From an optimization exercise on the open Yosys and OpenROAD flow, aimed at a short achievable clock period and few clock cycles; shortcuts taken in it are not production practice. No functional check of the RTL was part of any run shown here. No run shown here takes its clock network from TritonCTS; it comes from the design's own scripts or RTL. No driver is modelled on the clock port, so clock power and skew are understated where the tree is cut down; a real chip needs a root buffer or a tree. No activity file was given, so power comes from the tool's default toggle rates.

==> design.v <==
module mnp_crc_dv (
    input  wire [7:0]  d,
    output wire [15:0] dv,    
    output wire        ds,    
    output wire        dh     
);
    wire pd  = ^d;
    wire pd7 = ^d[6:0];
    assign dv = {pd, pd7,
                 d[6] ^ d[7], d[5] ^ d[6], d[4] ^ d[5],
                 d[3] ^ d[4], d[2] ^ d[3], d[1] ^ d[2],
                 d[0] ^ d[1], d[0],
                 5'b00000,
                 pd};
    assign ds = pd ^ d[1];
    assign dh = d[1];
endmodule
module mnp_crc_fast (
    input  wire [15:0] c,
    input  wire        s,
    input  wire        h,
    input  wire [15:0] dv,
    input  wire        ds,
    input  wire        dh,
    output wire [15:0] cn,
    output wire        sn,
    output wire        hn
);
    assign cn[0]  = s ^ c[8] ^ dv[0];
    assign cn[5:1] = c[13:9];
    assign cn[6]  = c[0] ^ c[14] ^ dv[6];
    assign cn[7]  = c[0] ^ c[1] ^ c[15] ^ dv[7];
    assign cn[8]  = c[1] ^ c[2] ^ dv[8];
    assign cn[9]  = c[2] ^ c[3] ^ dv[9];
    assign cn[10] = c[3] ^ c[4] ^ dv[10];
    assign cn[11] = c[4] ^ c[5] ^ dv[11];
    assign cn[12] = c[5] ^ c[6] ^ dv[12];
    assign cn[13] = c[6] ^ c[7] ^ dv[13];
    assign cn[14] = s ^ c[7] ^ dv[14];
    assign cn[15] = s ^ dv[15];
    assign sn = s ^ h ^ c[1] ^ ds;
    assign hn = c[1] ^ dh;
endmodule
module mnp_crc_reg (
    input  wire        clk,
    input  wire        clr,       
    input  wire        stp,       
    input  wire [15:0] dv,
    input  wire        ds,
    input  wire        dh,
    output reg  [15:0] crc
);
    reg s, h;
    wire [15:0] cn;
    wire        sn, hn;
    mnp_crc_fast u_f (.c(crc), .s(s), .h(h), .dv(dv), .ds(ds), .dh(dh),
                      .cn(cn), .sn(sn), .hn(hn));
    always @(posedge clk) begin
        if (clr) begin
            crc <= 16'h0000;
            s   <= 1'b0;
            h   <= 1'b0;
        end else if (stp) begin
            crc <= cn;
            s   <= sn;
            h   <= hn;
        end
    end
endmodule
module mnp_txf (
    input  wire       clk,
    input  wire       rst,
    input  wire       in_valid,
    output reg        in_ready,
    input  wire       in_end,
    input  wire [7:0] in_data,
    output reg        out_valid,
    input  wire       out_ready,
    output reg  [7:0] out_data
);
    localparam [7:0] SYN = 8'h16, DLE = 8'h10, STX = 8'h02, ETX = 8'h03;
    localparam integer S_IDLE = 0, S_DLE = 1, S_STX = 2, S_DATA = 3,
                       S_STUFF = 4, S_ETX = 5, S_FCSLO = 6, S_FCSHI = 7;
    localparam integer EW = 1 + 1 + 8 + 3;   
    reg          ih_v, is_v;
    reg [EW-1:0] ih, is;
    wire [EW-1:0] e_in = {in_end, (!in_end && in_data == DLE), in_end ? DLE : in_data,
                          !in_end && (^in_data[3:0]),
                          !in_end && (^in_data[6:4]),
                          !in_end && (^in_data[7:4])};
    wire        h_end = ih[12];
    wire        h_dle = ih[11];
    wire [7:0]  h_oct = ih[10:3];
    wire        h_pl  = ih[2];
    wire        h_ph7 = ih[1];
    wire        h_ph  = ih[0];
    wire accept = in_valid && !is_v;
    reg [7:0]  st;
    reg        st_w;       
    reg [7:0]  k_oct;      
    reg        ov;         
    wire advance    = !ov || out_ready;
    wire core_valid = !st_w || ih_v;
    wire go  = core_valid && advance;
    wire pop = st[S_DATA] && ih_v && advance;    
    reg         c_clr, c_stp;
    reg  [15:0] c_dv;
    reg         c_ds, c_dh;
    wire [7:0]  h_c   = h_end ? ETX : h_oct;    
    wire        h_pd  = h_pl ^ h_ph;
    wire        h_pd7 = h_pl ^ h_ph7;
    wire [15:0] h_dv  = {h_pd, h_pd7,
                         h_c[6] ^ h_c[7], h_c[5] ^ h_c[6], h_c[4] ^ h_c[5],
                         h_c[3] ^ h_c[4], h_c[2] ^ h_c[3], h_c[1] ^ h_c[2],
                         h_c[0] ^ h_c[1], h_c[0],
                         5'b00000,
                         h_pd};
    wire [15:0] crc;
    mnp_crc_reg u_crc (.clk(clk), .clr(c_clr), .stp(c_stp), .dv(c_dv), .ds(c_ds), .dh(c_dh),
                       .crc(crc));
    always @(posedge clk) begin
        c_clr <= go && st[S_IDLE];
        c_stp <= pop;
        c_dv  <= h_dv;
        c_ds  <= h_pd ^ h_c[1];
        c_dh  <= h_c[1];
    end
    wire [7:0] core_out = k_oct |
                          ({8{st[S_DATA]}}  & h_oct) |
                          ({8{st[S_FCSLO]}} & crc[7:0]) |
                          ({8{st[S_FCSHI]}} & crc[15:8]);
    always @(posedge clk) begin
        if (rst) begin
            ih_v     <= 1'b0;
            is_v     <= 1'b0;
        end else if (pop || !ih_v) begin
            ih_v     <= is_v || accept;
            is_v     <= 1'b0;
        end else if (accept) begin
            is_v     <= 1'b1;
        end
    end
    always @(posedge clk) begin
        in_ready <= rst || pop || !ih_v || !(is_v || accept);
    end
    wire          h_load = pop || !ih_v;
    wire [EW-1:0] h_next = ({EW{!h_load}} & ih) |
                           ({EW{h_load && is_v}} & is) |
                           ({EW{h_load && !is_v}} & e_in);
    always @(posedge clk) begin
        ih <= h_next;
        if (!h_load && accept)
            is <= e_in;
    end
    always @(posedge clk) begin
        if (rst) begin
            st    <= 8'b0000_0001;
            st_w  <= 1'b1;
            k_oct <= SYN;
        end else if (go) begin
            st    <= 8'b0000_0000;
            st_w  <= 1'b0;
            k_oct <= 8'h00;
            case (1'b1)
                st[S_IDLE]:  begin st[S_DLE] <= 1'b1; k_oct <= DLE; end
                st[S_DLE]:   begin st[S_STX] <= 1'b1; k_oct <= STX; end
                st[S_STX]:   begin st[S_DATA] <= 1'b1; st_w <= 1'b1; end
                st[S_DATA]: begin
                    if (h_end)      begin st[S_ETX]   <= 1'b1; k_oct <= ETX; end
                    else if (h_dle) begin st[S_STUFF] <= 1'b1; k_oct <= DLE; end
                    else            begin st[S_DATA]  <= 1'b1; st_w <= 1'b1; end
                end
                st[S_STUFF]: begin st[S_DATA] <= 1'b1; st_w <= 1'b1; end
                st[S_ETX]:   st[S_FCSLO] <= 1'b1;
                st[S_FCSLO]: st[S_FCSHI] <= 1'b1;
                st[S_FCSHI]: begin st[S_IDLE] <= 1'b1; st_w <= 1'b1; k_oct <= SYN; end
                default:     begin st[S_IDLE] <= 1'b1; st_w <= 1'b1; k_oct <= SYN; end
            endcase
        end
    end
    reg [7:0] oc;
    always @(posedge clk) begin
        if (rst)
            ov <= 1'b0;
        else if (advance)
            ov <= core_valid;
        if (rst)
            out_valid <= 1'b0;
        else if (!out_valid || out_ready)
            out_valid <= core_valid;
        if (go)
            oc <= core_out;
        out_data <= advance ? core_out : oc;
    end
endmodule
module mnp_rxd (
    input  wire        clk,
    input  wire        rst,
    input  wire        in_valid,
    output wire        in_ready,
    input  wire        in_eos,
    input  wire [7:0]  in_data,
    output reg         out_valid,
    output reg  [7:0]  out_data,
    output reg         done_valid,
    output reg  [2:0]  done_status,
    output wire [7:0]  done_kind,
    output reg  [7:0]  done_seq,
    output reg  [7:0]  done_credit,
    output reg  [10:0] done_len
);
    localparam [7:0] SYN = 8'h16, DLE = 8'h10, STX = 8'h02, ETX = 8'h03;
    localparam [2:0] K_OTHER = 3'h0, K_LR = 3'h1, K_LD = 3'h2,
                     K_LT = 3'h4, K_LA = 3'h5;
    localparam integer R_HUNT0 = 0, R_HUNT1 = 1, R_HUNT2 = 2, R_DATA = 3,
                       R_ESC = 4, R_FCS1 = 5, R_FCS2 = 6;
    assign in_ready = 1'b1;
    reg         r_v, r_eos;
    reg  [7:0]  r_d;
    always @(posedge clk) begin
        if (rst) r_v <= 1'b0;
        else     r_v <= in_valid;
    end
    always @(posedge clk) begin
        r_eos <= in_eos;
        r_d   <= in_data;
    end
    reg         a_tok, a_eosv;
    reg  [7:0]  a_d;
    reg         a_tsyn, a_tdle, a_tndle, a_tstx, a_tetx, a_toth, a_ff;
    reg  [3:0]  a_dec;
    reg  [15:0] a_dv;
    reg         a_ds, a_dh;
    wire        r_tok = r_v && !r_eos;
    wire        r_dle = (r_d == DLE);
    wire        r_etx = (r_d == ETX);
    wire [15:0] r_dv;
    wire        r_ds, r_dh;
    mnp_crc_dv  u_dv  (.d(r_d), .dv(r_dv), .ds(r_ds), .dh(r_dh));
    always @(posedge clk) begin
        if (rst) begin
            a_tok  <= 1'b0;
            a_eosv <= 1'b0;
        end else begin
            a_tok  <= r_tok;
            a_eosv <= r_v && r_eos;
        end
    end
    always @(posedge clk) begin
        a_d     <= r_d;
        a_tsyn  <= r_tok && (r_d == SYN);
        a_tdle  <= r_tok && r_dle;
        a_tndle <= r_tok && !r_dle;
        a_tstx  <= r_tok && (r_d == STX);
        a_tetx  <= r_tok && r_etx;
        a_toth  <= r_tok && !r_dle && !r_etx;
        a_ff    <= (r_d == 8'hFF);
        a_dec   <= {r_d == 8'h05, r_d == 8'h04, r_d == 8'h02, r_d == 8'h01};
        a_dv    <= r_dv;
        a_ds    <= r_ds;
        a_dh    <= r_dh;
    end
    reg  [6:0]  st;
    reg  [10:0] cnt;        
    reg  [6:0]  th;         
    wire tok   = a_tok;
    wire eos   = a_eosv;
    wire full  = cnt[10];
    wire app_c = (st[R_DATA] && a_tndle) || (st[R_ESC] && a_tdle);   
    wire app   = app_c && !full;
    wire ovf   = app_c && full;
    wire esc_e = st[R_ESC] && a_toth;
    wire fin   = tok && st[R_FCS2];
    wire start = st[R_HUNT2] && a_tstx;
    wire c_upd = app_c || (st[R_ESC] && a_tetx);
    wire idle    = !tok && !eos;    
    wire n_hunt1 = (st[R_HUNT0] && a_tsyn) || (st[R_HUNT1] && idle);
    wire n_hunt2 = (st[R_HUNT1] && a_tdle) || (st[R_HUNT2] && idle);
    wire n_data  = start || (app_c && !full) || (st[R_DATA] && idle);
    wire n_esc   = (st[R_DATA] && a_tdle) || (st[R_ESC] && idle);
    wire n_fcs1  = (st[R_ESC] && a_tetx) || (st[R_FCS1] && idle);
    wire n_fcs2  = (st[R_FCS1] && tok) || (st[R_FCS2] && idle);
    wire n_hunt0 = !(n_hunt1 || n_hunt2 || n_data || n_esc || n_fcs1 || n_fcs2);
    always @(posedge clk) begin
        if (rst)
            st <= 7'b000_0001;
        else
            st <= {n_fcs2, n_fcs1, n_esc, n_data, n_hunt2, n_hunt1, n_hunt0};
    end
    reg         c_clr, c_stp;
    reg  [15:0] c_dv;
    reg         c_ds, c_dh;
    wire [15:0] crc;
    mnp_crc_reg u_crc (.clk(clk), .clr(c_clr), .stp(c_stp), .dv(c_dv), .ds(c_ds), .dh(c_dh),
                       .crc(crc));
    always @(posedge clk) begin
        c_clr <= start;
        c_stp <= c_upd;
        c_dv  <= a_dv;
        c_ds  <= a_ds;
        c_dh  <= a_dh;
    end
    always @(posedge clk) begin
        if (start) begin
            cnt <= 11'd0;
            th  <= 7'd0;
        end else if (app_c) begin
            cnt <= cnt + 11'd1;
            th  <= {th[5:0], 1'b1};
        end
    end
    reg [7:0] fcs_lo;
    reg       lo_m;
    always @(posedge clk) begin
        if (tok && st[R_FCS1]) fcs_lo <= a_d;
        lo_m <= (fcs_lo == crc[7:0]);
    end
    reg e_v, e_eos, e_err, e_ovf, e_fin, e_him;
    reg [3:0] o_dec;
    always @(posedge clk) begin
        if (rst) begin
            out_valid <= 1'b0;
            e_v       <= 1'b0;
        end else begin
            out_valid <= app;
            e_v       <= eos || ovf || esc_e || fin;
        end
    end
    reg ext;
    always @(posedge clk) begin
        if (app_c && !th[0]) ext <= a_ff;
    end
    reg o_sdec, o_sb1, o_sb2;
    always @(posedge clk) begin
        o_sdec <= (!ext && th[0] && !th[1]) || (ext && th[2] && !th[3]);
        o_sb1  <= (!ext && th[1] && !th[2]) || (ext && th[3] && !th[4]);
        o_sb2  <= (!ext && th[2] && !th[3]) || (ext && th[4] && !th[5]);
    end
    always @(posedge clk) begin
        out_data <= a_d;
        o_dec    <= a_dec;
        e_eos    <= a_eosv;
        e_err    <= ovf || esc_e;
        e_ovf    <= ovf;
        e_fin    <= st[R_FCS2];
        e_him    <= (a_d == crc[15:8]);
    end
    reg  [3:0] hdr_dec;    
    reg  [7:0] hdr_b1;     
    reg  [7:0] hdr_b2;     
    always @(posedge clk) begin
        if (out_valid && o_sdec) hdr_dec <= o_dec;
        if (out_valid && o_sb1)  hdr_b1  <= out_data;
        if (out_valid && o_sb2)  hdr_b2  <= out_data;
    end
    reg q_t, q_lt, q_la;
    always @(posedge clk) begin
        q_t  <= ext ? th[3] : th[1];    
        q_lt <= ext ? th[4] : th[2];    
        q_la <= ext ? th[5] : th[3];    
    end
    reg [2:0] cls_kind;
    reg [7:0] cls_seq, cls_credit;
    always @(posedge clk) begin
        cls_kind   <= K_OTHER;
        cls_seq    <= 8'h00;
        cls_credit <= 8'h00;
        if (q_t) begin
            if (hdr_dec[0]) cls_kind <= K_LR;
            if (hdr_dec[1]) cls_kind <= K_LD;
            if (hdr_dec[2] && q_lt) begin
                cls_kind <= K_LT;
                cls_seq  <= hdr_b1;
            end
            if (hdr_dec[3] && q_la) begin
                cls_kind   <= K_LA;
                cls_seq    <= hdr_b1;
                cls_credit <= hdr_b2;
            end
        end
    end
    reg [2:0] done_k;
    assign done_kind = {5'b00000, done_k};
    always @(posedge clk) begin
        if (rst) done_valid <= 1'b0;
        else     done_valid <= e_v;
    end
    always @(posedge clk) begin
        done_status <= {e_eos, !e_eos && e_err,
                        !e_eos && (e_ovf || (e_fin && !(lo_m && e_him)))};
        done_k      <= cls_kind;
        done_seq    <= cls_seq;
        done_credit <= cls_credit;
        done_len    <= cnt;
    end
endmodule
module mnp_codec (
    input  wire        clk,
    input  wire        rst,
    input  wire        tx_in_valid,
    output wire        tx_in_ready,
    input  wire        tx_in_end,
    input  wire [7:0]  tx_in_data,
    output wire        tx_out_valid,
    input  wire        tx_out_ready,
    output wire [7:0]  tx_out_data,
    input  wire        rx_in_valid,
    output wire        rx_in_ready,
    input  wire        rx_in_eos,
    input  wire [7:0]  rx_in_data,
    output wire        rx_out_valid,
    output wire [7:0]  rx_out_data,
    output wire        rx_done_valid,
    output wire [2:0]  rx_done_status,
    output wire [7:0]  rx_done_kind,
    output wire [7:0]  rx_done_seq,
    output wire [7:0]  rx_done_credit,
    output wire [10:0] rx_done_len
);
    mnp_txf u_txf (
        .clk(clk), .rst(rst),
        .in_valid(tx_in_valid), .in_ready(tx_in_ready),
        .in_end(tx_in_end), .in_data(tx_in_data),
        .out_valid(tx_out_valid), .out_ready(tx_out_ready),
        .out_data(tx_out_data)
    );
    mnp_rxd u_rxd (
        .clk(clk), .rst(rst),
        .in_valid(rx_in_valid), .in_ready(rx_in_ready),
        .in_eos(rx_in_eos), .in_data(rx_in_data),
        .out_valid(rx_out_valid), .out_data(rx_out_data),
        .done_valid(rx_done_valid), .done_status(rx_done_status),
        .done_kind(rx_done_kind), .done_seq(rx_done_seq),
        .done_credit(rx_done_credit), .done_len(rx_done_len)
    );
endmodule
==> flow/run.sh <==
#!/bin/bash
# The standard layout, except that the clock tree is built by
# cts_manual.tcl (a copy of ORFS cts.tcl with a shallow manual tree: port ->
# 4 root buffers -> leaf buffers -> registers) instead of TritonCTS.
set -euo pipefail
here=$(pwd)
export MT_DIR=$here/flow
export MT_LEAVES=${MT_LEAVES:-14}
export MT_ROOTS=${MT_ROOTS:-4}
bash standard.sh synth floorplan place > std_place.log 2>&1
bash standard.sh run RUN_SCRIPT=$here/flow/cts_manual.tcl > cts_manual.log 2>&1
res=$here/orfs/results/sky130hd/mnp_codec/base
test -f $res/4_1_cts.odb
test -f $res/4_cts.sdc
bash standard.sh finish > std_finish.log 2>&1
==> flow/cts_manual.tcl <==
# Copy of ORFS scripts/cts.tcl with clock_tree_synthesis replaced by a
# manual clock tree (manual_tree.tcl).
utl::set_metrics_stage "cts__{}"
source $::env(SCRIPTS_DIR)/load.tcl
source $::env(SCRIPTS_DIR)/lec_check.tcl
erase_non_stage_variables cts
load_design 3_place.odb 3_place.sdc
source_step_tcl PRE CTS

# Clone clock tree inverters next to register loads
# so cts does not try to buffer the inverted clocks.
repair_clock_inverters

proc save_progress { stage } {
  puts "Run 'make gui_$stage.odb' to load progress snapshot"
  orfs_write_db $::env(RESULTS_DIR)/$stage.odb
  orfs_write_sdc $::env(RESULTS_DIR)/$stage.sdc
}

# Run CTS
set cts_args [list \
  -sink_clustering_enable \
  -repair_clock_nets]

append_env_var cts_args CTS_BUF_DISTANCE -distance_between_buffers 1
append_env_var cts_args CTS_CLUSTER_SIZE -sink_clustering_size 1
append_env_var cts_args CTS_CLUSTER_DIAMETER -sink_clustering_max_diameter 1
append_env_var cts_args CTS_BUF_LIST -buf_list 1
append_env_var cts_args CTS_LIB_NAME -library 1


if { [env_var_exists_and_non_empty CTS_ARGS] } {
  set cts_args $::env(CTS_ARGS)
}

set_dont_use $::env(DONT_USE_CELLS)

# Manual clock tree in place of clock_tree_synthesis: the clock port
# drives MT_ROOTS root buffers, which drive MT_LEAVES leaf buffers, which
# drive the registers in balanced groups picked by position.
source $::env(MT_DIR)/manual_tree.tcl
mt_build $::env(MT_LEAVES) $::env(MT_ROOTS)
log_cmd detailed_placement

utl::push_metrics_stage "cts__{}__pre_repair_timing"
log_cmd estimate_parasitics -placement
if { $::env(DETAILED_METRICS) } {
  report_metrics 4 "cts pre-repair-timing"
}
utl::pop_metrics_stage

set_placement_padding -global \
  -left $::env(CELL_PAD_IN_SITES_DETAIL_PLACEMENT) \
  -right $::env(CELL_PAD_IN_SITES_DETAIL_PLACEMENT)

set result [catch { detailed_placement } msg]
if { $result != 0 } {
  save_progress 4_1_error
  error "Detailed placement failed in CTS: $msg"
}

log_cmd estimate_parasitics -placement

if { $::env(CTS_SNAPSHOTS) } {
  save_progress 4_1_pre_repair_hold_setup
}

if { !$::env(SKIP_CTS_REPAIR_TIMING) } {
  if { $::env(EQUIVALENCE_CHECK) } {
    write_eqy_verilog 4_before_rsz.v
  }
  if { $::env(LEC_CHECK) } {
    write_lec_verilog 4_before_rsz_lec.v
  }

  repair_timing_helper

  if { $::env(EQUIVALENCE_CHECK) } {
    run_equivalence_test
  }
  if { $::env(LEC_CHECK) } {
    write_lec_verilog 4_after_rsz_lec.v
    run_lec_test 4_rsz 4_before_rsz_lec.v 4_after_rsz_lec.v
  }

  set result [catch { detailed_placement } msg]
  if { $result != 0 } {
    save_progress 4_1_error
    error "Detailed placement failed in CTS: $msg"
  }

  check_placement -verbose
}

report_metrics 4 "cts final"

source_step_tcl POST CTS

orfs_write_db $::env(RESULTS_DIR)/4_1_cts.odb
orfs_write_sdc $::env(RESULTS_DIR)/4_cts.sdc
==> flow/manual_tree.tcl <==
# Manual clock tree: clock port -> nroot root buffers -> nleaf leaf
# buffers, each leaf driving a balanced group of the clock sinks picked by
# position, each root a balanced group of the leaves.

# balanced partition of items {obj x y} into ngrp groups by columns then rows
proc mt_partition { items ngrp } {
  set n [llength $items]
  set ncol [expr {int(ceil(sqrt($ngrp)))}]
  set sorted [lsort -real -index 1 $items]
  set groups {}
  set start 0
  for {set c 0} {$c < $ncol} {incr c} {
    set colg [expr {($ngrp * ($c+1)) / $ncol - ($ngrp * $c) / $ncol}]
    set end [expr {($n * (($ngrp * ($c+1)) / $ncol)) / $ngrp}]
    set col [lsort -real -index 2 [lrange $sorted $start [expr {$end-1}]]]
    set m [llength $col]
    set s2 0
    for {set r 0} {$r < $colg} {incr r} {
      set e2 [expr {($m * ($r+1)) / $colg}]
      lappend groups [lrange $col $s2 [expr {$e2-1}]]
      set s2 $e2
    }
    set start $end
  }
  return $groups
}

proc mt_centroid { g } {
  set cx 0; set cy 0
  foreach s $g { set cx [expr {$cx + [lindex $s 1]}]; set cy [expr {$cy + [lindex $s 2]}] }
  return [list [expr {$cx / [llength $g]}] [expr {$cy / [llength $g]}]]
}

proc mt_place { inst xy } {
  set m [$inst getMaster]
  $inst setLocation [expr {int([lindex $xy 0] - [$m getWidth]/2)}] [expr {int([lindex $xy 1] - [$m getHeight]/2)}]
  $inst setPlacementStatus PLACED
}

proc mt_build { nleaf nroot {leafcell sky130_fd_sc_hd__clkbuf_16} {rootcell sky130_fd_sc_hd__clkbuf_16} } {
  set db [ord::get_db]
  set block [ord::get_db_block]
  set clknet [[$block findBTerm clk] getNet]
  set sinks {}
  foreach it [$clknet getITerms] {
    set inst [$it getInst]
    set loc [$inst getLocation]
    set m [$inst getMaster]
    lappend sinks [list $it [expr {[lindex $loc 0] + [$m getWidth]/2}] [expr {[lindex $loc 1] + [$m getHeight]/2}]]
  }
  set leafmaster [$db findMaster $leafcell]
  set rootmaster [$db findMaster $rootcell]
  set leaves {}
  set k 0
  foreach g [mt_partition $sinks $nleaf] {
    set xy [mt_centroid $g]
    set buf [odb::dbInst_create $block $leafmaster "clkbuf_leaf_$k"]
    mt_place $buf $xy
    set net [odb::dbNet_create $block "clknet_leaf_$k"]
    $net setSigType CLOCK
    foreach s $g {
      set it [lindex $s 0]
      $it disconnect
      $it connect $net
    }
    [$buf findITerm X] connect $net
    lappend leaves [list $buf [lindex $xy 0] [lindex $xy 1]]
    incr k
  }
  if {$nroot == 0} {
    foreach l $leaves { [[lindex $l 0] findITerm A] connect $clknet }
  } else {
    set r 0
    foreach g [mt_partition $leaves $nroot] {
      set xy [mt_centroid $g]
      set root [odb::dbInst_create $block $rootmaster "clkbuf_root_$r"]
      mt_place $root $xy
      set net [odb::dbNet_create $block "clknet_root_$r"]
      $net setSigType CLOCK
      foreach l $g { [[lindex $l 0] findITerm A] connect $net }
      [$root findITerm X] connect $net
      [$root findITerm A] connect $clknet
      incr r
    }
  }
  $clknet setSigType CLOCK
  global_connect
  puts "manual tree: [llength $sinks] sinks, $k leaves, $nroot roots"
}
==> standard.sh <==
#!/bin/bash
# synth_recipe.tcl (not shown) runs the flow's synth.tcl, then flattens the netlist and writes it again
# the make line also repeats each setting of config.mk as NAME=value (left out here)
make -C /OpenROAD-flow-scripts/flow DESIGN_CONFIG=/design/flow/config.mk WORK_HOME=/design/flow/orfs CLKGATE_MAP_FILE= SYNTH_SCRIPT=/design/flow/synth_recipe.tcl "${@:-finish}"
==> config.mk <==
export PLATFORM = sky130hd
export DESIGN_NAME = mnp_codec
export DESIGN_NICKNAME = mnp_codec
export VERILOG_FILES = /design/flow/design.v
export SDC_FILE = /design/flow/constraint.sdc
export NUM_CORES = 4
export LEC_CHECK = 0
export ABC_CLOCK_PERIOD_IN_PS = 1500
export CAP_MARGIN = 20
export CORE_MARGIN = 2
export CORE_UTILIZATION = 40
export GPL_TIMING_DRIVEN = 1
export PLACE_DENSITY = 0.6
export SETUP_SLACK_MARGIN = 2.0
export SLEW_MARGIN = 20
export TNS_END_PERCENT = 100
==> constraint.sdc <==
create_clock -name core_clock -period 3.5 [get_ports {clk}]
set_input_delay 0.7000 -clock core_clock [delete_from_list [all_inputs] [get_ports {clk}]]
set_output_delay 0.7000 -clock core_clock [all_outputs]
set_load 0.01 [all_outputs]
==> metrics list, run 1 <==
- Flip-flop and latch count after synthesis: 293
- P&R area growth vs syn: 19.6%
- The worst hold path begins at u_rxd.a_dv[11].
* Worst clock skew on the final layout: 0.0312 ns
- Width of the chip: 161 um
- IR Drop Worst-Case VDD: 0.000273 V
- The startpoint identified for the worst register-to-register timing path is u_txf.st[1].
* Area fraction in and, or, nand and nor cells after synthesis: 11.6%
* Power density normalized to cell area: 514 mW/mm^2
* Hold path endpoint: u_rxd.c_dv[11]
- In this run the worst path has a maximum fanout of 4.
* Slew at the pin closest to its max-slew limit: 0.698 ns
* Worst setup slack for register-to-register paths: 1.97 ns
* RSZ-0062 raised after global routing: true
- Clock latency on the worst-skew pair, taken at its later pin, is 0.31 ns.
- Top cells by area in the synthesized netlist: sky130_fd_sc_hd__dfxtp_1, sky130_fd_sc_hd__edfxtp_1, sky130_fd_sc_hd__xnor2_1
* Vias in the first global route: 5676
* Setup-failing EPs final: 0
* Endpoint kind of the worst setup timing path: output pin
- Final cycle utilization of the critical path: 47.4%
- Measured against the total synthesized area, the mux share comes to 4.19%.
- Sequential element share of the synthesized area: 64.3%
- Warnings, synthesis: 3
- Detailed placement ended at an HPWL of 11900 um.
- Among all flip-flop cells after synthesis, the most frequent one is sky130_fd_sc_hd__dfxtp_1.
- The synthesized design spends more area on one cell type than any other, namely sky130_fd_sc_hd__dfxtp_1.
- The total area inside the core boundary comes to 0.0243 sq mm.
* Worst path bufs/invs: 1
- The hold violation total from the final report is 0.
- Of the total synthesized cell area, the portion taken by XOR and XNOR cells is 8.62%.
- Yosys mapped a number of flops with a built-in enable equal to 50.
- Cells with a size suffix above 1 make up 22.9% of the layout.
- Once detail routing completed, the nets flagged for antenna violations numbered 0.
- Minimum clock period after layout: 1.66 ns
- In this design, the stage delay of the slowest critical-path cell is 0.37 ns.
- Kind of critical path: reg2out
- In the post-route analysis, the smallest setup slack over all paths is 1.84 ns.
- After routing, the total negative slack on setup checks comes to 0 ns.
- GRT Residual Overflow: 0
- FILL cells: 2225
* Worst R2R End: u_txf.st[6]
* Final routed wirelength across all metal layers: 18400 um
* Cell Area, Placed: 0.0109 sq mm
- Clock transition at the registers of the reported paths: 0.08 ns
- Summed over its instances, the top area cell type makes up 49.2% of the synthesized netlist area.
- Of all flip-flops after synthesis, the portion carrying an async set or reset was 0%.
* Number of diodes: 0
- Compound-Gate Fraction of Synth Area: 5.90%
- The largest individual stage delay along the critical path comes from the cell sky130_fd_sc_hd__dfxtp_4.
- First-pass GRT wire length: 29300 um
* Cell area after synthesis: 0.00990 sq mm
- Detailed-route wire length per cell: 14.6 um
- Cells fill 48.7% of the core in the end.
* Detailed-route via count: 5898
* Initial standard-cell utilization of the core: 40.7%
* Number of nets in the finished design: 985
- Global-route usage over all layers: 13.5%
- The worst setup path is launched from a flip-flop.
- Pwr Total: 6.08 mW
- IO buf count: 75
* Mapped Cells: 846
* Placed Instances: 1210
- The flow ran to the end and the layout has no timing, DRC or antenna violations.
- The initial antenna violation count came to 0.
- Entering global routing, the biggest net connects 30 pins.
- Cell-by-cell listing of the critical path: dlygate4sd2_1
- After synthesis, the mean cell area works out to 11.7 sq um.
- The initialized floorplan defines 57 standard-cell rows.
- In this design, the largest share of critical-path delay is due to flip-flops.
- In this run the tightest slew margin relative to its limit is 53.4%.
- In the routed design, unresolved DRC markers number 0.
* Worst Hold Path Cells: 0
* Final RePlAce weighted congestion: 0.766
* Required time at the endpoint of the critical path: 2.80 ns
- Adder-cell area share of the yosys netlist: 2.15%
* Filler-free cell count of the finished design: 1267
- The number of slew-limit violations in the final report is 0.
- MaxCap Viol Count: 0
- Die extent in y: 161 um
- Dividing the detail-routed via count by the number of cells gives 4.66.
- The synthesized netlist contains 50 unique library cells.
* Initial drt markers: 369
* Hold crit path type: reg2reg
- Total leakage power: 4.54 nW
- Measured in cells, the most critical reg-to-reg path has a length of 5.
- Data arrives at the worst endpoint at 0.96 ns.
- The finished cells cover 0.0118 sq mm.
- For this design the top-level I/O count stands at 82.
- Overall die area: 0.0260 sq mm
- After synthesis, the largest family of logic cells by area is simple AND/OR/NAND/NOR gates.
- Final-layout worst hold slack: 0.308 ns
- Prior to clock tree synthesis, the placed netlist has a worst setup slack of 0.900 ns.
* 1st-pass router iterations: 5
- Max Fclk: 603 MHz
[sequential cells by signal, indices dropped and copies added, names as in the netlist, 9 cells and up]
register / cells
u_txf.is: 13
u_rxd.a_dv: 9
u_txf.ih: 13
u_rxd.done_len: 11
u_rxd.u_crc.crc: 16
u_txf.c_dv: 10
u_txf.u_crc.crc: 16
u_rxd.c_dv: 9
u_rxd.cnt: 11
[power breakdown]
part,switching (mW),internal (mW)
Clock,0.961,0.922
Sequential,0.122,3.58
Combinational,0.224,0.275
Total,1.31,4.77
[cell families after synthesis]
group | count (synthesis)
xor gates and xnor gates | 94
AOI/OAI and AO/OA | 94
DFF | 293
adders and majority gates | 17
buffers and inverters | 68
muxes | 41
other | 2
and+or+nand+nor | 237
[worst reg2reg max path, stage by stage (launching register included)]
cell and delay, ns:
sky130_fd_sc_hd__dfxtp_4 0.38, sky130_fd_sc_hd__or4_4 0.55, sky130_fd_sc_hd__nor4_4 0.23, sky130_fd_sc_hd__buf_4 0.17, sky130_fd_sc_hd__a22oi_2 0.04, sky130_fd_sc_hd__nor2_1 0.10
[per-layer routing]
layer  GRT usage [%]  up-vias  routed length [um]
li1                -     3002                   -
met1            19.4     2760                8960
met2            21.9      108                8310
met3            1.82       28                 739
met4            3.08        0                 429
met5               0        -                   0
[cells in the mapped netlist, drive strengths merged, types with 2 or more instances]
| library cell | number |
|---|---|
| mux2i | 38 |
| xor2 | 18 |
| conb | 2 |
| nand4 | 11 |
| nand3b | 3 |
| nor4 | 2 |
| a21oi | 37 |
| clkbuf | 20 |
| and2 | 25 |
| dfxtp | 243 |
| nor3 | 9 |
| a31oi | 4 |
| edfxtp | 50 |
| and4 | 7 |
| xnor2 | 74 |
| nand2 | 54 |
| a41o | 2 |
| nor2b | 7 |
| a211oi | 7 |
| a21boi | 3 |
| or2 | 4 |
| or3 | 2 |
| nor3b | 2 |
| a22oi | 9 |
| mux2 | 3 |
| xor3 | 2 |
| ha | 17 |
| or4 | 4 |
| o21ai | 21 |
| inv | 27 |
| and3 | 6 |
| nand3 | 4 |
| a222oi | 4 |
| nand2b | 6 |
| nor2 | 90 |
| buf | 21 |
[placed cells by master, fill, tap and decap left out, types with 4 or more instances in the layout]
| cell | synthesis | layout |
|---|---|---|
| sky130_fd_sc_hd__nor2b_1 | 7 | 5 |
| sky130_fd_sc_hd__dfxtp_1 | 243 | 216 |
| sky130_fd_sc_hd__and4_1 | 7 | 7 |
| sky130_fd_sc_hd__a222oi_1 | 4 | 4 |
| sky130_fd_sc_hd__dfxtp_4 | 0 | 11 |
| sky130_fd_sc_hd__nand2_1 | 54 | 47 |
| sky130_fd_sc_hd__xnor2_1 | 74 | 71 |
| sky130_fd_sc_hd__clkbuf_16 | 0 | 18 |
| sky130_fd_sc_hd__xor2_1 | 18 | 15 |
| sky130_fd_sc_hd__a211oi_1 | 7 | 7 |
| sky130_fd_sc_hd__nand2b_1 | 6 | 5 |
| sky130_fd_sc_hd__inv_4 | 0 | 8 |
| sky130_fd_sc_hd__conb_1 | 2 | 6 |
| sky130_fd_sc_hd__buf_4 | 8 | 28 |
| sky130_fd_sc_hd__clkdlybuf4s50_1 | 0 | 10 |
| sky130_fd_sc_hd__or2_2 | 4 | 4 |
| sky130_fd_sc_hd__mux2i_1 | 38 | 38 |
| sky130_fd_sc_hd__dfxtp_2 | 0 | 16 |
| sky130_fd_sc_hd__clkbuf_2 | 0 | 47 |
| sky130_fd_sc_hd__nor3_1 | 9 | 8 |
| sky130_fd_sc_hd__a21oi_1 | 37 | 32 |
| sky130_fd_sc_hd__buf_2 | 10 | 4 |
| sky130_fd_sc_hd__ha_4 | 0 | 6 |
| sky130_fd_sc_hd__edfxtp_1 | 50 | 50 |
| sky130_fd_sc_hd__nand4_1 | 11 | 11 |
| sky130_fd_sc_hd__o21ai_1 | 0 | 14 |
| sky130_fd_sc_hd__ha_1 | 17 | 11 |
| sky130_fd_sc_hd__a21oi_2 | 0 | 5 |
| sky130_fd_sc_hd__a22oi_1 | 8 | 7 |
| sky130_fd_sc_hd__nand3_1 | 4 | 4 |
| sky130_fd_sc_hd__nand2_2 | 0 | 6 |
| sky130_fd_sc_hd__and2_1 | 25 | 23 |
| sky130_fd_sc_hd__inv_1 | 27 | 15 |
| sky130_fd_sc_hd__buf_6 | 1 | 20 |
| sky130_fd_sc_hd__o21ai_0 | 21 | 6 |
| sky130_fd_sc_hd__and3_1 | 6 | 6 |
| sky130_fd_sc_hd__nor2_1 | 90 | 88 |
[worst max path at each step]
stage	from	end	slack (ns)	depth (start not counted)
floorplan	tx_out_ready	u_txf.is[0]	1.72	4
global placement	tx_out_ready	u_txf.st[5]	0.94	5
detailed placement	tx_out_ready	u_txf.is[10]	0.90	5
CTS	tx_out_ready	u_txf.is[0]	1.67	7
global route	u_rxd.out_data[0]	rx_out_data[0]	1.81	1
finish	u_rxd.out_data[0]	rx_out_data[0]	1.84	1
[layout make-up]
class	instances	area (sq um)	area share, %
Multi-Input combinational cell	490	3550	30.0
Sequential cell	293	6430	54.3
Inverter	27	126	1.07
Tap cell	324	405	3.42
Timing Repair Buffer	114	871	7.36
Buffer	18	450	3.81
Timing Repair inverter	1	7.51	0.0634
==> inputs of run 2 (changes only) <==
--- a/config.mk
+++ b/config.mk
@@ -6,5 +6,5 @@
 export NUM_CORES = 4
 export LEC_CHECK = 0
-export ABC_CLOCK_PERIOD_IN_PS = 1500
+export ABC_CLOCK_PERIOD_IN_PS = 1000
 export CAP_MARGIN = 20
 export CORE_MARGIN = 2
@@ -12,5 +12,5 @@
 export GPL_TIMING_DRIVEN = 1
 export PLACE_DENSITY = 0.6
-export SETUP_SLACK_MARGIN = 2.0
+export SETUP_SLACK_MARGIN = 2.4
 export SLEW_MARGIN = 20
 export TNS_END_PERCENT = 100
==> metrics list, run 2 <==
* Core box area: 0.0243 sq mm (unchanged)
- The worst ir drop on vdd came to 0.000319 V (was 0.000273 V).
- Worst skew pair latency: 0.31 ns (about the same)
- The path class of the lowest-slack min-delay path is reg2reg (unchanged).
- Commonest cells after routing, fill and taps aside: sky130_fd_sc_hd__dfxtp_1, sky130_fd_sc_hd__nor2_1, sky130_fd_sc_hd__xnor2_1 (unchanged).
- Setup-failing EPs final: 0 (unchanged)
- The number of detailed-routing iterations run before antenna repair is 4 (was 5).
- The library cell contributing the largest single delay on the critical path was sky130_fd_sc_hd__nor3b_4 (was sky130_fd_sc_hd__dfxtp_4).
- The post-detailed-placement cell area is 0.0112 sq mm (was 0.0109 sq mm).
- The placement row count was 57 (unchanged).
* Flip-flop and latch count after synthesis: 293 (unchanged)
* Final sum of negative setup slack: 0 ns (unchanged)
- Initial antenna violation count: 0 (unchanged)
- Share of flip-flops with an asynchronous set or reset: 0% (unchanged)
- The library cell with the highest instance count after synthesis is sky130_fd_sc_hd__dfxtp_1 (unchanged).
- Final RePlAce weighted congestion: 0.758 (was 0.766)
- The sum of routed wire length over all layers is 18900 um (was 18400 um).
* Sequential element share of the synthesized area: 64.3% (unchanged)
* Kind of critical path: in2reg (was reg2out)
* Initial standard-cell utilization of the core: 40.7% (unchanged)
- The fraction of layout cells with a size suffix above 1 was 36.9% (was 22.9%).
* Most common cell after layout, fill and taps aside: sky130_fd_sc_hd__dfxtp_1 (unchanged)
- The die width is 161 um (unchanged).
* Worst Path Max Fanout: 6 (was 4)
- The maximum single-stage delay on the critical path was 0.23 ns (was 0.37 ns).
- Leading registers by flop count: u_rxd.u_crc.crc x16, u_txf.u_crc.crc x16 (unchanged)
* GRT Residual Overflow: 0 (unchanged)
- Global-route usage over all layers: 14.1% (was 13.5%)
* Number of nets in the finished design: 1040 (was 985)
- The via-per-instance ratio came to 4.60 (was 4.66).
- The number of violations reported at the end of detailed-routing iteration 0 came to 319 (was 369).
* Synth area leader: sky130_fd_sc_hd__dfxtp_1 (unchanged)
* Worst path bufs/invs: 3 (was 1)
* Mapped Cells: 846 (unchanged)
- The total vias in the final route is 6079 (was 5898).
- The slew at the pin closest to its max-slew limit is 0.672 ns (was 0.698 ns).
- The area overhead of the layout relative to synthesis is 31.7% (was 19.6%).
* Startpoint class of the critical path: input pin (was flip-flop)
* Relative slew slack: 55.2% (was 53.4%)
* Final cycle utilization of the critical path: 44.2% (was 47.4%)
- The total DRC errors in the routed layout came to 0 (unchanged).
* Worst clock skew on the final layout: 0.0203 ns (was 0.0312 ns)
- IO buf count: 75 (unchanged)
- The top achievable clock speed came to 647 MHz (was 603 MHz).
* Die extent in y: 161 um (unchanged)
- The leakage dissipation came to 5.02 nW (was 4.54 nW).
- Layout Cell Area excl Fill: 0.0130 sq mm (was 0.0118 sq mm)
- Syn Area/Cell: 11.7 sq um (unchanged)
- RSZ-0062 raised after global routing: true (unchanged).
- The critical path arrival was 1.57 ns (was 0.96 ns).
- The placed wire-length estimate came to 11700 um (was 11900 um).
* MaxCap Viol Count: 0 (unchanged)
* Warnings, synthesis: 3 (unchanged)
- The final antenna diode count is 0 (unchanged).
- The via count of the first global-routing pass was 5912 (was 5676).
- Cell-by-cell listing of the critical path: buf_8 -> nand2b_4 -> nand2_4 -> nand2_4 -> nor3b_4 -> buf_6 -> buf_12 (was dlygate4sd2_1)
- The maximum number of pins on one net before global-route repair came to 27 (was 30).
- The count of boundary I/O pins came to 82 (unchanged).
- The kind of end point of the critical path is a flip-flop (was output pin).
- Required time at the endpoint of the critical path: 3.52 ns (was 2.80 ns)
- Count of unique library cells instantiated by Yosys: 50 (unchanged)
* Top cells by area in the synthesized netlist: sky130_fd_sc_hd__dfxtp_1, sky130_fd_sc_hd__edfxtp_1, sky130_fd_sc_hd__xnor2_1 (unchanged)
- The post-route antenna net violation count came to 0 (unchanged).
- Cell area after synthesis: 0.00990 sq mm (unchanged)
* Number of hold violations in the final report: 0 (unchanged)
* Power density normalized to cell area: 474 mW/mm^2 (was 514 mW/mm^2)
- The die outline area came to 0.0260 sq mm (unchanged).
* Clock transition at the registers of the reported paths: 0.08 ns (about the same)
- Placed Instances: 1212 (was 1210)
- Cell class contributing the biggest share of worst-path delay: simple AND/OR/NAND/NOR gates (was flip-flops)
* Cell type with the highest occurrence count on the critical path: sky130_fd_sc_hd__nand2_4
* Result of the run: complete, no violations (unchanged)
- Number of synthesized flops with an enable pin: 50 (unchanged)
- Share of the synthesized area in the top cell type: 49.2% (unchanged)
- The post-layout instance count excluding filler cells is 1322 (was 1267).
- The final routed wire length divided by cell count came to 14.3 um (was 14.6 um).
* Dominant synthesized flop cell: sky130_fd_sc_hd__dfxtp_1 (unchanged)
- The global-route wire length before repair was 30600 um (was 29300 um).
* Minimum clock period after layout: 1.55 ns (was 1.66 ns)
- Top cells by count, synth: sky130_fd_sc_hd__dfxtp_1, sky130_fd_sc_hd__nor2_1, sky130_fd_sc_hd__xnor2_1, sky130_fd_sc_hd__nand2_1, sky130_fd_sc_hd__edfxtp_1 (unchanged).
* Total count of max-transition violations in the final report: 0 (unchanged)
-- run 2: layout make-up --
| type | instances | area [sq um] |
|---|---|---|
| buffer | 18 | 450 |
| fill | 2068 | 11300 |
| inverter | 27 | 155 |
| multi-input combinational | 490 | 3920 |
| sequential | 293 | 6490 |
| tap | 324 | 405 |
| timing repair buffer | 169 | 1590 |
| timing repair inverter | 1 | 11.3 |
-- run 2: power by group --
group | leakage (nW) | switching [mW] | total (mW) | internal [mW]
Clock | 0.222 | 0.965 | 1.89 | 0.923
Combinational | 2.33 | 0.253 | 0.604 | 0.351
Sequential | 2.47 | 0.117 | 3.68 | 3.57
Total | 5.02 | 1.34 | 6.18 | 4.84
-- run 2: worst register-to-register path: stages, from the launching register on --
cell and delay (ns):
sky130_fd_sc_hd__dfxtp_1 0.39, sky130_fd_sc_hd__or4_4 0.56, sky130_fd_sc_hd__nor4_4 0.21, sky130_fd_sc_hd__a32oi_1 0.15
sky130_fd_sc_hd__nor2_1 0.10
-- run 2: stage by stage --
step / utilization (%) / setup WS (ns) / total power, mW / hold WS [ns]
6_report: 53.6 / 1.95 / 6.18 / 0.318
5_1_grt: 53.6 / 1.91 / 6.43 / 0.334
3_5_place_dp: 45.9 / 0.759 / 4.19 / 0.312
3_3_place_gp: 45.9 / 0.781 / 4.18 / 0.311
2_1_floorplan: - / 1.72 / 4.07 / 0.310
-- run 2: metal layers --
layer,global-route usage [%],wire length (um),part of all wire [%]
met5,0,0,0
met1,20.2,9150,48
met2,23.6,8740,46
met4,2.92,395,2.1
met3,1.18,651,3.4
-- run 2: final timing paths --
check / from / to / slack, ns / cells after the start
setup / recovery: tx_out_ready / u_txf.is[0] / 1.95 / 7
hold reg to reg: u_rxd.cls_credit[3] / u_rxd.done_credit[3] / 0.32 / 0
setup reg to reg: u_txf.st[2] / u_txf.st[7] / 2.02 / 4
hold / removal: u_rxd.cls_credit[3] / u_rxd.done_credit[3] / 0.32 / 0
-- run 2: logic make-up (layout without fill, tap and decap cells) --
logic type                 after synthesis  count (layout)  share of synthesized area, %
DFF                                    293             293                          64.3
and+or+nand+nor                        237             238                          11.6
AOI/OAI and AO/OA                       94              94                          5.90
xor gates and xnor gates                94              94                          8.62
buffers and inverters                   68             215                          3.09
muxes                                   41              41                          4.19
adders and majority gates               17              17                          2.15
other                                    2               6                        0.0759
==> inputs of run 3 (changes only) <==
--- a/design.v
+++ b/design.v
@@ -150,7 +150,19 @@
     always @(posedge clk) begin
         ih <= h_next;
-        if (!h_load && accept)
+        if (!is_v)           
             is <= e_in;
     end
+    wire s_data  = st[S_DATA] && !h_end && !h_dle;
+    wire s_stuff = st[S_DATA] && h_dle;
+    wire s_etx   = st[S_DATA] && h_end;
+    wire [7:0] st_n = go ? {st[S_FCSLO], st[S_ETX], s_etx, s_stuff,
+                            st[S_STX] || st[S_STUFF] || s_data,
+                            st[S_DLE], st[S_IDLE], st[S_FCSHI]}
+                         : st;
+    wire [7:0] k_n = go ? (({8{st[S_IDLE] || s_stuff}} & DLE) |
+                           ({8{st[S_DLE]}}             & STX) |
+                           ({8{s_etx}}                 & ETX) |
+                           ({8{st[S_FCSHI]}}           & SYN))
+                        : k_oct;
     always @(posedge clk) begin
         if (rst) begin
@@ -158,23 +170,8 @@
             st_w  <= 1'b1;
             k_oct <= SYN;
-        end else if (go) begin
-            st    <= 8'b0000_0000;
-            st_w  <= 1'b0;
-            k_oct <= 8'h00;
-            case (1'b1)
-                st[S_IDLE]:  begin st[S_DLE] <= 1'b1; k_oct <= DLE; end
-                st[S_DLE]:   begin st[S_STX] <= 1'b1; k_oct <= STX; end
-                st[S_STX]:   begin st[S_DATA] <= 1'b1; st_w <= 1'b1; end
-                st[S_DATA]: begin
-                    if (h_end)      begin st[S_ETX]   <= 1'b1; k_oct <= ETX; end
-                    else if (h_dle) begin st[S_STUFF] <= 1'b1; k_oct <= DLE; end
-                    else            begin st[S_DATA]  <= 1'b1; st_w <= 1'b1; end
-                end
-                st[S_STUFF]: begin st[S_DATA] <= 1'b1; st_w <= 1'b1; end
-                st[S_ETX]:   st[S_FCSLO] <= 1'b1;
-                st[S_FCSLO]: st[S_FCSHI] <= 1'b1;
-                st[S_FCSHI]: begin st[S_IDLE] <= 1'b1; st_w <= 1'b1; k_oct <= SYN; end
-                default:     begin st[S_IDLE] <= 1'b1; st_w <= 1'b1; k_oct <= SYN; end
-            endcase
+        end else begin
+            st    <= st_n;
+            st_w  <= st_n[S_IDLE] || st_n[S_DATA];
+            k_oct <= k_n;
         end
     end
==> metrics list, run 3 <==
* Detailed-route via count: 5954 (was 6079)
- The top achievable clock speed came to 671 MHz (was 647 MHz).
- The share of the cycle needed by the critical path after routing is 42.6% (was 44.2%).
* Most frequently used cell type in the post-synthesis netlist: sky130_fd_sc_hd__dfxtp_1 (unchanged)
- The area of the core is 0.0242 sq mm (was 0.0243 sq mm).
- Total leakage power: 5.11 nW (was 5.02 nW)
* Fraction of final layout cells with drive strength greater than 1: 38.1% (was 36.9%)
- Worst Path Max Fanout: 2 (was 6)
* Global-route usage over all layers: 14.2% (was 14.1%)
* Number of nets in the finished design: 1024 (was 1040)
- Number of rows created at floorplan: 57 (unchanged)
- The placed wire-length estimate came to 11600 um (was 11700 um).
- The number of warnings issued by yosys is 3 (unchanged).
- The maximum single-stage delay on the critical path was 0.36 ns (was 0.23 ns).
- Most common cell after layout, fill and taps aside: sky130_fd_sc_hd__dfxtp_1 (unchanged)
* Worst clock skew on the final layout: 0.0224 ns (was 0.0203 ns)
* Maximum number of pins on one net before global-route repair: 23 (was 27)
- RSZ-0062 raised after global routing: true (unchanged).
- The clock-pin slew reported for the worst setup and hold paths after clock tree synthesis came to 0.09 ns (was 0.08 ns).
- Overall die area: 0.0258 sq mm (was 0.0260 sq mm)
* Final routed wirelength across all metal layers: 19200 um (was 18900 um)
* Number of top-level design ports: 82 (unchanged)
- Leading registers by flop count: u_rxd.u_crc.crc x16, u_txf.u_crc.crc x16 (unchanged).
* Cell-by-cell listing of the critical path: buf_6 (was buf_8 -> nand2b_4 -> nand2_4 -> nand2_4 -> nor3b_4 -> buf_6 -> buf_12)
* DRC viols: 0 (unchanged)
- The final antenna diode count is 0 (unchanged).
- The number of failing setup endpoints in the final timing report is 0 (unchanged).
- Placed Instances: 1198 (was 1212)
* Top cells by area in the synthesized netlist: sky130_fd_sc_hd__dfxtp_1, sky130_fd_sc_hd__edfxtp_1, sky130_fd_sc_hd__xnor2_1 (unchanged)
- IO buf count: 75 (unchanged)
- The kind of cell with the highest combined delay on the critical path is flip-flops (was simple AND/OR/NAND/NOR gates).
* Worst path bufs/invs: 1 (was 3)
- Initial antenna violation count: 0 (unchanged)
- The final routed wire length divided by cell count is 14.7 um (was 14.3 um).
* Die extent in y: 161 um (about the same)
* Pwr Total: 6.28 mW (was 6.18 mW)
- The post-synthesis async set-or-reset flop share was 0% (unchanged).
- The number of violations of the max-capacitance limit is 0 (unchanged).
* Number of hold violations in the final report: 0 (unchanged)
* Startpoint class of the critical path: flip-flop (was input pin)
* Synth area leader: sky130_fd_sc_hd__dfxtp_1 (unchanged)
* Result of the run: complete, no violations (unchanged)
* Worst setup slack for register-to-register paths: 2.13 ns (was 2.02 ns)
* Syn Area/Cell: 11.8 sq um (was 11.7 sq um)
- Vias in the first global route: 5761 (was 5912)
- Kind of critical path: reg2out (was in2reg)
- The post-route antenna net violation count was 0 (unchanged).
* Commonest cells after routing, fill and taps aside: sky130_fd_sc_hd__dfxtp_1, sky130_fd_sc_hd__nor2_1, sky130_fd_sc_hd__xnor2_1 (unchanged)
- The unique cell type count in the Yosys netlist came to 50 (unchanged).
- The clock network latency to the later pin of the worst-skew pair came to 0.31 ns (about the same).
* Sequential element share of the synthesized area: 65.0% (was 64.3%)
- Final RePlAce weighted congestion: 0.780 (was 0.758)
- The total power density per cell area was 480 mW/mm^2 (was 474 mW/mm^2).
- Total count of max-transition violations in the final report: 0 (unchanged)
- The library cell contributing the largest single delay on the critical path is sky130_fd_sc_hd__dfxtp_4 (was sky130_fd_sc_hd__nor3b_4).
- Routed vias/inst: 4.56 (was 4.60)
- The area share of the largest cell type after synthesis came to 49.7% (was 49.2%).
* Filler-free cell count of the finished design: 1306 (was 1322)
* Flip-flop and latch count after synthesis: 294 (was 293)
- Dominant synthesized flop cell: sky130_fd_sc_hd__dfxtp_1 (unchanged)
- Minimum clock period after layout: 1.49 ns (was 1.55 ns)
* Endpoint arrival time on the critical path: 0.79 ns (was 1.57 ns)
* Hold crit path type: reg2reg (unchanged)
- The worst ir drop on vdd was 0.000299 V (was 0.000319 V).
- The number of detailed-routing iterations run before antenna repair came to 4 (unchanged).
* Number of synthesized flops with an enable pin: 50 (unchanged)
- Initial standard-cell utilization of the core: 40.5% (was 40.7%)
* Endpoint kind of the worst setup timing path: output pin (was flip-flop)
* First-pass GRT wire length: 30200 um (was 30600 um)
* Mapped Cells: 832 (was 846)
* Final sum of negative setup slack: 0 ns (unchanged)
- Top cells by count, synth: sky130_fd_sc_hd__dfxtp_1, sky130_fd_sc_hd__nor2_1, sky130_fd_sc_hd__xnor2_1, sky130_fd_sc_hd__nand2_1, sky130_fd_sc_hd__edfxtp_1 (unchanged)
- Initial drt markers: 276 (was 319)
- The die width is 161 um (about the same).
* Cell area after synthesis: 0.00983 sq mm (was 0.00990 sq mm)
- The area overhead of the layout relative to synthesis came to 33.1% (was 31.7%).
- Required time at the endpoint of the critical path: 2.80 ns (was 3.52 ns)
- GRT Residual Overflow: 0 (unchanged)
run 3: cell types whose count changed in the layout (fill, tap and decap cells not counted), sizes merged, moves of 3 or more:
| cell | delta |
|---|---|
| nand2 | +11 |
| and3 | -3 |
| buf | -8 |
| or4 | -4 |
| nor2 | -4 |
run 3: area by class of cell:
type,instances,area (sq um)
buffer,18,450
fill,2074,11200
inverter,26,158
multi-input combinational,481,3880
sequential,294,6530
tap,324,405
timing repair buffer,161,1630
timing repair inverter,2,27.5
run 3: layer usage:
layer	global-route usage [%]	vias up	wire length, um
li1	-	3068	-
met1	18.9	2762	8830
met2	24.8	101	9340
met3	1.83	23	725
met4	2.84	0	299
met5	0	-	0
run 3: worst paths after layout:
| path | start | to | cells after the start |
|---|---|---|---|
| min | u_rxd.a_ds | u_rxd.c_ds | 0 |
| max reg2reg | u_rxd.r_d[4] | u_rxd.a_ds | 6 |
| min reg2reg | u_rxd.a_ds | u_rxd.c_ds | 0 |
| max | u_rxd.out_data[1] | rx_out_data[1] | 1 |
run 3: through the flow:
| step | hold slack [ns] | instance area (sq um) | worst slack [ns] | utilization, % |
|---|---|---|---|---|
| 6_report | 0.320 | 13100 | 2.01 | 53.9 |
| 5_1_grt | 0.331 | 13100 | 1.99 | 53.9 |
| 3_5_place_dp | 0.312 | 11100 | 0.972 | 45.7 |
| 3_3_place_gp | 0.311 | 11100 | 1.03 | 45.7 |
| 2_1_floorplan | 0.310 | 10300 | 2.00 | - |
run 3: cells by family (layout without fill, tap and decap cells):
family	after synthesis	count (layout)	synth area share, %
and+or+nand+nor	230	231	11.0
DFF	294	294	65.0
other	2	6	0.0764
AOI/OAI and AO/OA	91	93	5.91
buffers and inverters	64	207	2.90
xor gates and xnor gates	94	94	8.84
adders and majority gates	17	17	2.16
muxes	40	40	4.10
run 3: report_power, final:
part | switching [mW] | leakage [nW] | total (mW) | internal, mW
clock | 0.957 | 0.222 | 1.88 | 0.922
combinational | 0.288 | 2.39 | 0.669 | 0.380
sequential | 0.128 | 2.50 | 3.73 | 3.60
total | 1.37 | 5.11 | 6.28 | 4.90
==> inputs of run 4 (changes only) <==
--- a/config.mk
+++ b/config.mk
@@ -6,5 +6,5 @@
 export NUM_CORES = 4
 export LEC_CHECK = 0
-export ABC_CLOCK_PERIOD_IN_PS = 1000
+export ABC_CLOCK_PERIOD_IN_PS = 1500
 export CAP_MARGIN = 20
 export CORE_MARGIN = 2
@@ -12,5 +12,5 @@
 export GPL_TIMING_DRIVEN = 1
 export PLACE_DENSITY = 0.6
-export SETUP_SLACK_MARGIN = 2.4
+export SETUP_SLACK_MARGIN = 2.0
 export SLEW_MARGIN = 20
 export TNS_END_PERCENT = 100
==> metrics list, run 4 <==
* Sequential element share of the synthesized area: 65.0% (unchanged)
- Initial antenna violation count: 0 (unchanged)
- The sum of routed wire length over all layers came to 17500 um (was 19200 um).
- Crit-path slowest cell: sky130_fd_sc_hd__dfxtp_2 (was sky130_fd_sc_hd__dfxtp_4)
- Number of rows created at floorplan: 57 (unchanged)
- The leading area contributor after synthesis is sky130_fd_sc_hd__dfxtp_1 (unchanged).
- The post-layout minimum cycle time was 1.54 ns (was 1.49 ns).
* Crit path largest cell delay: 0.38 ns (was 0.36 ns)
- Share of the synthesized area in the top cell type: 49.7% (unchanged)
* Detailed placer's ending HPWL: 11700 um (was 11600 um)
* Mapped Cells: 832 (unchanged)
- The number of buffers and inverters on the critical path was 1 (unchanged).
- The via count of the first global-routing pass was 5415 (was 5761).
- The number of synthesized register bits was 294 (unchanged).
* Most common cell after layout, fill and taps aside: sky130_fd_sc_hd__dfxtp_1 (unchanged)
- The number of violations of the max-capacitance limit was 0 (unchanged).
- Syn Area/Cell: 11.8 sq um (unchanged)
- Slew at the pin closest to its max-slew limit: 0.686 ns
* FILL cells: 2240 (was 2074)
- The fraction of layout cells with a size suffix above 1 was 21.3% (was 38.1%).
* Number of hold violations in the final report: 0 (unchanged)
- The unique cell type count in the Yosys netlist came to 50 (unchanged).
- The number of slew-limit violations in the final report is 0 (unchanged).
* Top cells by count, synth: sky130_fd_sc_hd__dfxtp_1, sky130_fd_sc_hd__nor2_1, sky130_fd_sc_hd__xnor2_1, sky130_fd_sc_hd__nand2_1, sky130_fd_sc_hd__edfxtp_1 (unchanged)
- The highest net fanout along the worst path came to 4 (was 2).
- Global-route usage over all layers: 13.2% (was 14.2%)
- The die outline area was 0.0258 sq mm (unchanged).
- Endpoint arrival time on the critical path: 0.84 ns (was 0.79 ns)
* Worst clock skew on the final layout: 0.0275 ns (was 0.0224 ns)
* GRT Residual Overflow: 0 (unchanged)
- The path class of the lowest-slack min-delay path is reg2reg (unchanged).
* Cell area after synthesis: 0.00983 sq mm (unchanged)
- Result of the run: complete, no violations (unchanged)
- The number of input and output port buffers inserted was 75 (unchanged).
* RSZ-0062 raised after global routing: true (unchanged)
- The post-synthesis async set-or-reset flop share is 0% (unchanged).
* Required time at the endpoint of the critical path: 2.80 ns (about the same)
- Layout Cell Area excl Fill: 0.0117 sq mm (was 0.0131 sq mm)
- The total DRC errors in the routed layout is 0 (unchanged).
- The number of failing setup endpoints in the final timing report came to 0 (unchanged).
- Cell-by-cell listing of the critical path: clkbuf_2 (was buf_6).
- Antenna violation net count after detailed routing: 0 (unchanged)
- Dominant synthesized flop cell: sky130_fd_sc_hd__dfxtp_1 (unchanged)
- Number of synthesized flops with an enable pin: 50 (unchanged)
- The number of detailed-routing iterations run before antenna repair came to 4 (unchanged).
* Maximum number of pins on one net before global-route repair: 23 (unchanged)
* Startpoint class of the critical path: flip-flop (unchanged)
- The total vias in the final route was 5674 (was 5954).
* Width of the chip: 161 um (unchanged)
- The clock network latency to the later pin of the worst-skew pair came to 0.31 ns (about the same).
- The final RePlAce weighted congestion was 0.756 (was 0.780).
- Kind of critical path: reg2out (unchanged)
- Commonest cells after routing, fill and taps aside: sky130_fd_sc_hd__dfxtp_1, sky130_fd_sc_hd__nor2_1, sky130_fd_sc_hd__xnor2_1 (unchanged)
- Number of diodes: 0 (unchanged)
- The area overhead of the layout relative to synthesis was 19.1% (was 33.1%).
- The kind of end point of the critical path was an output pin (unchanged).
* Detailed-route wire length per cell: 13.9 um (was 14.7 um)
* Initial standard-cell utilization of the core: 40.5% (unchanged)
* Total leakage power: 4.58 nW (was 5.11 nW)
- Final sum of negative setup slack: 0 ns (unchanged)
- The kind of cell with the highest combined delay on the critical path is flip-flops (unchanged).
* Area of combinational cells with multiple inputs: 0.00343 sq mm (was 0.00388 sq mm)
- The total power density per cell area was 522 mW/mm^2 (was 480 mW/mm^2).
- Warnings, synthesis: 3 (unchanged)
- Leading registers by flop count: u_rxd.u_crc.crc x16, u_txf.u_crc.crc x16 (unchanged)
* Final cycle utilization of the critical path: 44.1% (was 42.6%)
- IR Drop Worst-Case VDD: 0.000329 V (was 0.000299 V)
- Clock transition at the registers of the reported paths: 0.08 ns (was 0.09 ns)
- The count of boundary I/O pins came to 82 (unchanged).
* Top cells by area in the synthesized netlist: sky130_fd_sc_hd__dfxtp_1, sky130_fd_sc_hd__edfxtp_1, sky130_fd_sc_hd__xnor2_1 (unchanged)
- Max Fclk: 648 MHz (was 671 MHz)
* Core box area: 0.0242 sq mm (unchanged)
- The number of violations reported at the end of detailed-routing iteration 0 came to 294 (was 276).
- Number of nets in the finished design: 976 (was 1024)
- Cell Area, Placed: 0.0109 sq mm (was 0.0111 sq mm)
- The global-route wire length before repair was 28300 um (was 30200 um).
* Die extent in y: 161 um (unchanged)
- Relative slew slack: 54.2%
* Most frequently used cell type in the post-synthesis netlist: sky130_fd_sc_hd__dfxtp_1 (unchanged)
- Routed vias/inst: 4.51 (was 4.56)
- The flip-flop and latch area is 0.00643 sq mm (was 0.00653 sq mm).
[run 4: layer usage]
metal	share of wire, %	track usage [%]	up-vias
met5	0	0	-
li1	-	-	2962
met1	49	18.7	2616
met2	47	22.3	81
met3	3.2	1.47	15
met4	1.2	2.03	0
[run 4: path summary, 6_finish.rpt]
kind                       end  slack [ns]  depth (start not counted)            start
setup / recovery  rx_out_valid        1.96                          1  u_rxd.out_valid
setup reg to reg    u_rxd.a_ds        2.07                          6     u_rxd.r_d[5]
hold / removal      u_rxd.c_ds        0.33                          0       u_rxd.a_ds
hold reg to reg     u_rxd.c_ds        0.33                          0       u_rxd.a_ds
[run 4: layout make-up]
| type | instances | share of cell area, % |
|---|---|---|
| well taps | 324 | 3.46 |
| multi-input cells | 480 | 29.3 |
| repair buffers | 116 | 7.47 |
| inverters | 26 | 0.930 |
| flip-flops and latches | 294 | 55.0 |
| plain buffers | 18 | 3.85 |
[run 4: logic make-up (layout without fill, tap and decap cells)]
family / Yosys count / count (layout) / synth area share [%]
xor+xnor: 94 / 94 / 8.84
mux: 40 / 40 / 4.10
buf+inv: 64 / 160 / 2.90
flops: 294 / 294 / 65.0
compound gates: 91 / 92 / 5.91
fa+ha+maj: 17 / 17 / 2.16
other cells: 2 / 6 / 0.0764
simple gates: 230 / 231 / 11.0
[run 4: report_power, final]
group / internal (mW) / leakage, nW / switching [mW]
registers: 3.61 / 2.48 / 0.118
logic: 0.283 / 1.88 / 0.225
clock network: 0.922 / 0.222 / 0.954
[run 4: per-stage QoR]
| stage | power, mW | hold WS (ns) | util, % | instances | setup WS [ns] |
|---|---|---|---|---|---|
| global route | 6.37 | 0.333 | 48.3 | 1258 | 1.91 |
| floorplan | 4.10 | 0.310 | - | 836 | 1.96 |
| finish | 6.11 | 0.327 | 48.3 | 1258 | 1.96 |
| global placement | 4.22 | 0.311 | 44.9 | 1198 | 0.844 |
| detailed placement | 4.23 | 0.312 | 44.9 | 1198 | 0.832 |

## afterwards: timing with drivers on the ports
No port has a modelled driver above. Below, the same layouts with a new extraction and two added sets of constraints. Step 1 (the two cells are an assumption about what drives the block):
set clk [get_ports {clk}]
set_driving_cell -lib_cell sky130_fd_sc_hd__clkbuf_16 $clk
set_driving_cell -lib_cell sky130_fd_sc_hd__buf_2 [delete_from_list [all_inputs] $clk]
Step 2 adds t to the input delays and takes it off the output delays; t is the mean of the earliest and latest rising clock arrival at the registers after step 1. Input paths then give back, and output paths get back, about the clock's delay inside the block. Slacks: no drivers / after step 1 / after step 2; pairs: no drivers / after step 1.
run | t, ns | slack for setup (ns) | hold WS [ns] | worst setup path after step 2 | pins driven straight from the clock port
run 1 | 0.392 | 1.841 / 1.746 / 1.674 | 0.308 / 0.308 / 0.308 | input to register | 4
run 2 | 0.399 | 1.954 / 1.920 / 1.618 | 0.318 / 0.318 / 0.318 | input to register | 4
run 3 | 0.394 | 2.009 / 1.915 / 1.698 | 0.320 / 0.320 / 0.320 | input to register | 4
run 4 | 0.393 | 1.956 / 1.861 / 1.772 | 0.327 / 0.327 / 0.327 | input to register | 4
After both steps setup and hold are still met in every run listed. For run 2, which loses most, drivers alone change the setup slack by -0.034 ns; drivers and shift together by -0.336 ns.
